From an optimization exercise on the open Yosys and OpenROAD flow, aimed at small area and a short achievable clock period; shortcuts taken in it are not production practice. Only simulation tests tie the RTL to the original design; equivalence was not proved. Power figures rest on the tool's default switching activity, not on a simulated workload.

Design adc_scan_engine, start of the top module:
module adc_scan_engine #(
    parameter [3:0] READALL_SCAN_MODE = 4'd3
) (
    input  wire        clk,
    input  wire        rst,           
    input  wire        req_valid,
    input  wire [15:0] req_word,
    output wire        req_ready,
    output wire        bus_cfg,       
    output wire        xfer_req,
    output wire [15:0] xfer_tx,
    input  wire        xfer_ack,
    input  wire [15:0] xfer_rx,
    input  wire [4:0]  slot_addr,
    output wire [15:0] slot_data,
    output wire [15:0] status,
    output wire [15:0] lastcmd
);
    localparam [2:0] ST_UNINIT  = 3'd0,
                     ST_INIT    = 3'd1,
                     ST_IDLE    = 3'd2,
                     ST_PRIMING = 3'd3,
                     ST_STEADY  = 3'd4;
    localparam [1:0] OP_INIT  = 2'd0,
                     OP_CHAN  = 2'd1,
                     OP_RANGE = 2'd2,
                     OP_ALL   = 2'd3;
    localparam [1:0] W_IN    = 2'd0,    
                     W_B1    = 2'd1,    
                     W_B2    = 2'd2,    
                     W_DEAD  = 2'd3;    
    reg  [2:0]  state;
    reg         xreq;         
    reg         t_init;       
    reg         t_sweep;      
    reg  [3:0]  t_chan;       
    reg         adv;          
    reg  [3:0]  x;            
    reg  [1:0]  w;            
    reg  [4:0]  idx;          
    reg  [4:0]  len;
    reg         ok;
    reg         hv;           
    reg  [11:0] hold;         
    reg  [4:0]  rot;          
    reg  [11:0] rd_q;         
    reg  [383:0] ring;
    wire st_init   = (state == ST_INIT);
    wire st_prim   = (state == ST_PRIMING);
    wire st_steady = (state == ST_STEADY);
    wire busy      = state[0] | state[2];
    wire [1:0] req_op   = req_word[15:14];
    wire       req_rsvd = req_word[13];
    wire [4:0] req_n    = req_word[12:8];
    wire [7:0] req_a    = req_word[7:0];
    assign req_ready = !req_rsvd &&
                       ((state == ST_IDLE) ||
                        (state == ST_UNINIT && req_op == OP_INIT));
    wire accept = req_valid && req_ready;
  ...
Size: about 950 cells after synthesis, roughly 440 flip-flops.
clock: 6.0 ns
lec_check: 0
cap_margin: 20
core_margin: 2
core_utilization: 65
setup_slack_margin: 2.5
slew_margin: 20
run.sh (not shown) runs the stock make flow with config.mk's settings and CLKGATE_MAP_FILE= SYNTH_SCRIPT=/design/flow/synth_recipe.tcl, a recipe that flattens the netlist after the stock synthesis.
Edit:
SETUP_SLACK_MARGIN = 3.2   (was 2.5)
Synthesized cell count is unchanged.
Design area went up slightly.
Worst hold slack loses 0.011 ns.
Flip-flop and latch count is unchanged.

* * *

== run A ==
The RTL this note starts from:
==> flow/design.v <==
module adc_scan_engine #(
    parameter [3:0] READALL_SCAN_MODE = 4'd3
) (
    input  wire        clk,
    input  wire        rst,           
    input  wire        req_valid,
    input  wire [15:0] req_word,
    output wire        req_ready,
    output wire        bus_cfg,       
    output wire        xfer_req,
    output wire [15:0] xfer_tx,
    input  wire        xfer_ack,
    input  wire [15:0] xfer_rx,
    input  wire [4:0]  slot_addr,
    output wire [15:0] slot_data,
    output wire [15:0] status,
    output wire [15:0] lastcmd
);
    localparam [2:0] ST_UNINIT  = 3'd0,
                     ST_INIT    = 3'd1,
                     ST_IDLE    = 3'd2,
                     ST_PRIMING = 3'd3,
                     ST_STEADY  = 3'd4;
    localparam [1:0] OP_INIT  = 2'd0,
                     OP_CHAN  = 2'd1,
                     OP_RANGE = 2'd2,
                     OP_ALL   = 2'd3;
    localparam [1:0] W_IN    = 2'd0,    
                     W_B1    = 2'd1,    
                     W_B2    = 2'd2,    
                     W_DEAD  = 2'd3;    
    reg  [2:0]  state;
    reg         xreq;         
    reg         t_init;       
    reg         t_sweep;      
    reg  [3:0]  t_chan;       
    reg         adv;          
    reg  [3:0]  x;            
    reg  [1:0]  w;            
    reg  [4:0]  idx;          
    reg  [4:0]  len;
    reg         ok;
    reg         hv;           
    reg  [11:0] hold;         
    reg  [4:0]  nrot;         
    reg  [11:0] rd_q;         
    reg  [383:0] ring;
    wire st_init   = (state == ST_INIT);
    wire st_prim   = (state == ST_PRIMING);
    wire st_steady = (state == ST_STEADY);
    wire busy      = state[0] | state[2];
    wire [1:0] req_op   = req_word[15:14];
    wire       req_rsvd = req_word[13];
    wire [4:0] req_n    = req_word[12:8];
    wire [7:0] req_a    = req_word[7:0];
    assign req_ready = !req_rsvd &&
                       ((state == ST_IDLE) ||
                        (state == ST_UNINIT && req_op == OP_INIT));
    wire accept = req_valid && req_ready;
    assign bus_cfg = st_init && !xreq;
    wire [3:0] a_clamped = req_a[7]           ? 4'd0  :
                           (req_a[6:4] != 0)  ? 4'd15 : req_a[3:0];
    wire [3:0] n_m1       = req_n[3:0] - 4'd1;
    wire [3:0] sweep_chan = (req_n == 5'd0) ? 4'd0  :
                            (req_n > 5'd16) ? 4'd15 : n_m1;
    wire [1:0] a_win = (req_a[7:4] == 4'b0000) ? W_IN :
                       (req_a[7:4] == 4'b1111) ? W_B1 :
                       (req_a[7:4] == 4'b1110) ? W_B2 : W_DEAD;
    wire [15:0] word = {t_init, 2'b00, t_sweep, !t_init, t_chan,
                        t_init, 3'b000, !t_init, !t_init, 1'b0};
    assign xfer_req = xreq;
    assign xfer_tx  = word;
    wire [3:0]  rx_tag     = xfer_rx[15:12];
    wire [11:0] rx_payload = xfer_rx[11:0];
    wire        match      = (w == W_IN) && (rx_tag == x);
    wire [11:0] validated  = match ? rx_payload : 12'd0;
    wire xfer_done = xreq && xfer_ack;
    wire [4:0] idx_p1    = idx + 5'd1;
    wire       last_slot = (idx_p1 == len);
    wire [3:0] x_p1 = x + 4'd1;
    wire [4:0] pdist   = idx + nrot;
    wire       wr_now = hv && (pdist[2:0] == 3'd1);
    wire       wr_nxt = hv && (pdist[2:0] == 3'd2);
    wire       raise  = st_steady && !xreq && (wr_now || wr_nxt) && !last_slot;
    always @(posedge clk) begin
        if (rst) begin
            state <= ST_UNINIT;
            xreq  <= 1'b0;
            hv    <= 1'b0;
        end else begin
            case (state)
                ST_UNINIT, ST_IDLE: begin
                    if (accept) begin
                        state <= (req_op == OP_INIT) ? ST_INIT : ST_PRIMING;
                        xreq  <= (req_op != OP_INIT);
                    end
                end
                ST_INIT: begin
                    if (xfer_done) begin
                        state <= ST_IDLE;
                        xreq  <= 1'b0;
                    end else begin
                        xreq  <= 1'b1;
                    end
                end
                ST_PRIMING: begin
                    if (xfer_done) begin
                        if (len == 5'd0) begin
                            state <= ST_IDLE;
                            xreq  <= 1'b0;
                        end else begin
                            state <= ST_STEADY;
                        end
                    end
                end
                default: begin    
                    if (xfer_done) begin
                        hv   <= 1'b1;
                        xreq <= 1'b0;
                    end else if (raise) begin
                        xreq <= 1'b1;
                    end
                    if (wr_now) begin
                        if (!xfer_done)
                            hv <= 1'b0;
                        if (last_slot)
                            state <= ST_IDLE;
                    end
                end
            endcase
        end
    end
    always @(posedge clk) begin
        if (!busy) begin
            if (accept) begin
                t_init  <= (req_op == OP_INIT);
                t_sweep <= (req_op == OP_ALL);
                t_chan  <= (req_op == OP_INIT) ? 4'd0 :
                           (req_op == OP_ALL)  ? sweep_chan : a_clamped;
                adv     <= (req_op == OP_RANGE);
                x       <= (req_op == OP_ALL) ? 4'd15 : (req_a[3:0] - 4'd1);
                w       <= (req_op == OP_ALL) ? W_IN : a_win;
                idx     <= 5'd0;
                if (req_op != OP_INIT)
                    len <= (req_op == OP_CHAN) ? 5'd1 : req_n;
                if (req_op == OP_ALL)
                    ok  <= 1'b1;
            end
        end else begin
            if (xfer_done && !st_init) begin
                x <= x_p1;
                if (adv && st_prim && len != 5'd0)
                    t_chan <= x_p1 + 4'd1;
                if (st_steady) begin
                    hold <= validated;
                    if (t_sweep)
                        ok <= ok & match;
                    if (x == 4'd15)
                        w <= {w[1] == w[0], w[1] | !w[0]};
                end
            end
            if (adv && raise)
                t_chan <= x_p1;
            if (wr_now)
                idx <= idx_p1;
        end
    end
    always @(posedge clk) begin
        if (rst)
            nrot <= 5'd0;
        else
            nrot <= nrot - 5'd1;
    end
    genvar p;
    generate
        for (p = 0; p < 32; p = p + 1) begin : g_ring
            if (p % 8 == 0) begin : g_entry
                wire wr_here = wr_now && (pdist[4:3] == p / 8);
                always @(posedge clk)
                    ring[12*p +: 12] <= wr_here ? hold : ring[12*((p+1)%32) +: 12];
            end else begin : g_plain
                always @(posedge clk)
                    ring[12*p +: 12] <= ring[12*((p+1)%32) +: 12];
            end
        end
    endgenerate
    wire [4:0] rd_p;
    wire [4:0] rd_g = slot_addr & nrot;
    generate
        for (p = 0; p < 5; p = p + 1) begin : g_rdp
            adc_scan_xor2 u_xor (.a(slot_addr[p]), .b(nrot[p]), .y(rd_p[p]));
        end
    endgenerate
    wire [4:0] rd_c;
    assign rd_c[0] = 1'b0;
    assign rd_c[1] = rd_g[0];
    assign rd_c[2] = rd_g[1] | (rd_p[1] & rd_g[0]);
    assign rd_c[3] = rd_g[2] | (rd_p[2] & rd_g[1]) | (rd_p[2] & rd_p[1] & rd_g[0]);
    assign rd_c[4] = rd_g[3] | (rd_p[3] & rd_g[2]) | (rd_p[3] & rd_p[2] & rd_g[1]) |
                     (rd_p[3] & rd_p[2] & rd_p[1] & rd_g[0]);
    wire [4:0] rd_pos = rd_p ^ rd_c;
    wire [32:0] rd_sel;
    wire [11:0] rd_word;
    genvar b, k;
    generate
        for (p = 0; p < 32; p = p + 1) begin : g_sel
            assign rd_sel[p] = (rd_pos == p);
        end
        assign rd_sel[32] = 1'b0;
        for (b = 0; b < 12; b = b + 1) begin : g_rd
            wire [10:0] part_n;
            for (k = 0; k < 11; k = k + 1) begin : g_part
                adc_scan_aoi222 u_aoi (
                    .a (ring[12*(3*k) + b]),     .sa(rd_sel[3*k]),
                    .b (ring[12*(3*k+1) + b]),   .sb(rd_sel[3*k+1]),
                    .c ((3*k+2 < 32) ? ring[12*((3*k+2)%32) + b] : 1'b0),
                    .sc(rd_sel[3*k+2]),
                    .y (part_n[k])
                );
            end
            assign rd_word[b] = ~&part_n;
        end
    endgenerate
    always @(posedge clk)
        rd_q <= rd_word;
    assign slot_data = {4'd0, rd_q};
    assign status    = {6'd0, len, ok, busy, state};
    assign lastcmd   = word;
endmodule
module adc_scan_aoi222 (
    input  wire a,
    input  wire sa,
    input  wire b,
    input  wire sb,
    input  wire c,
    input  wire sc,
    output wire y
);
    assign y = ~((a & sa) | (b & sb) | (c & sc));
endmodule
module adc_scan_xor2 (
    input  wire a,
    input  wire b,
    output wire y
);
    assign y = a ^ b;
endmodule
export LEC_CHECK = 0
export CAP_MARGIN = 20
export CORE_MARGIN = 2
export CORE_UTILIZATION = 65
export CTS_BUF_LIST = sky130_fd_sc_hd__clkbuf_8
export SETUP_SLACK_MARGIN = 3.2
export SLEW_MARGIN = 20
export SYNTH_HIERARCHICAL = 1
export SYNTH_MINIMUM_KEEP_SIZE = 0
create_clock -name core_clock -period 6.0 [get_ports {clk}]
Run A ran to completion and came out clean on the timing, DRC and antenna checks.
--- input diff run A..run B ---
- a deleted CTS_BUF_LIST that had been sky130_fd_sc_hd__clkbuf_8
- a change of CORE_UTILIZATION from 65 to 55
- a change of SETUP_SLACK_MARGIN from 3.2 to 3.5
==> flow/flow/run.sh (new file) <==
#!/bin/bash
# Standard layout (standard.sh) with two changes:
#  - the port buffers are the smallest plain buffer; repair_design and
#    repair_timing resize them where needed;
#  - clock tree synthesis without dummy balancing loads, clkbuf_8 buffers.
set -e -o pipefail
export BUFFER_PORTS_ARGS="-buffer_cell sky130_fd_sc_hd__buf_1"
export CTS_ARGS="-sink_clustering_enable -repair_clock_nets -dont_use_dummy_load -buf_list sky130_fd_sc_hd__clkbuf_8"
bash standard.sh > standard.log 2>&1
==> flow/standard.sh (new file) <==
#!/bin/bash
# synth_recipe.tcl (not shown) runs the flow's synth.tcl, then flattens the netlist and writes it again
# the make line also repeats each setting of config.mk as NAME=value (left out here)
make -C /OpenROAD-flow-scripts/flow DESIGN_CONFIG=/design/flow/config.mk WORK_HOME=/design/flow/orfs CLKGATE_MAP_FILE= SYNTH_SCRIPT=/design/flow/synth_recipe.tcl "${@:-finish}"
removed: flow/run.sh
Findings:
According to the power report, total power for run B is lower than for run A. Worst clock skew for run B is higher than for run A. Total wire length after detailed routing: run B lower than run A.
[inputs] run C vs run B
- SETUP_SLACK_MARGIN changed from 3.5 to 3.2
==> run summary <==
Max-slew headroom at the worst pin ends up higher on run C.
From run B to run C the numbers moved as follows: first-pass GRT wire length has decreased, post-synthesis to final-layout area growth has decreased.
Setup changes, run C to run D
- a change of CORE_UTILIZATION from 55 to 65
==> flow/run.sh (new file) <==
#!/bin/bash
# synth_recipe.tcl (not shown) runs the flow's synth.tcl, then flattens the netlist and writes it again
# the make line also repeats each setting of config.mk as NAME=value (left out here)
make -C /OpenROAD-flow-scripts/flow DESIGN_CONFIG=/design/flow/config.mk WORK_HOME=/design/flow/orfs CLKGATE_MAP_FILE= SYNTH_SCRIPT=/design/flow/synth_recipe.tcl finish
removed: flow/flow/run.sh
removed: flow/standard.sh
[summary]
- Across run C and run D, the outcome is the same: a clean finish for every run.
- The proportion of layout cells with a drive suffix above 1 in run D was higher than what run C gave.
- When the final numbers for run C and run D were put side by side, the share of power burned in the clock network turned out to be smaller in run C.
- Compared with run C, in run D die area now smaller; synthesis-to-layout area growth picked up an extra 8.7 points; via count of the first global-routing pass +about 15%; area of the placeable core went down by 4000 um^2; total routed wirelength up about 13%.
- Sort run C and run D by sequential share of layout area desc -> top: run C

port drivers added, routing unchanged:
How much do the figures lean on ideal ports? The routed layouts below were timed once more, with nothing changed but the port constraints. Step 1: set_driving_cell puts a clkbuf_16 on clk and a buf_2 on each other input, an assumption about the parent block. Step 2 adds t to the input delays and takes it off the output delays; t is the mean of the earliest and latest rising clock arrival at the registers after step 1. Input paths then give back, and output paths get back, about the clock's delay inside the block. Slacks: ideal / step 1 / step 2; pairs: ideal / step 1.
| run | t (ns) | setup slack, ns | worst data-port slew with drivers (ns) |
|---|---|---|---|
| the first run of note 1 | 0.563 | 2.526 / 2.543 / 1.980 | 0.09 |
| the second run of note 1 | 0.570 | 2.614 / 2.624 / 2.054 | 0.07 |
| run A | 0.647 | 2.776 / 2.783 / 2.136 | 0.06 |
| run B | 0.599 | 2.967 / 2.976 / 2.376 | 0.05 |
| run C | 0.597 | 2.917 / 2.925 / 2.328 | 0.05 |
| run D | 0.581 | 2.691 / 2.700 / 2.119 | 0.05 |
After both steps every run listed still meets setup and hold. For run A, which loses most, drivers alone change the setup slack by +0.007 ns; drivers and shift together by -0.640 ns.
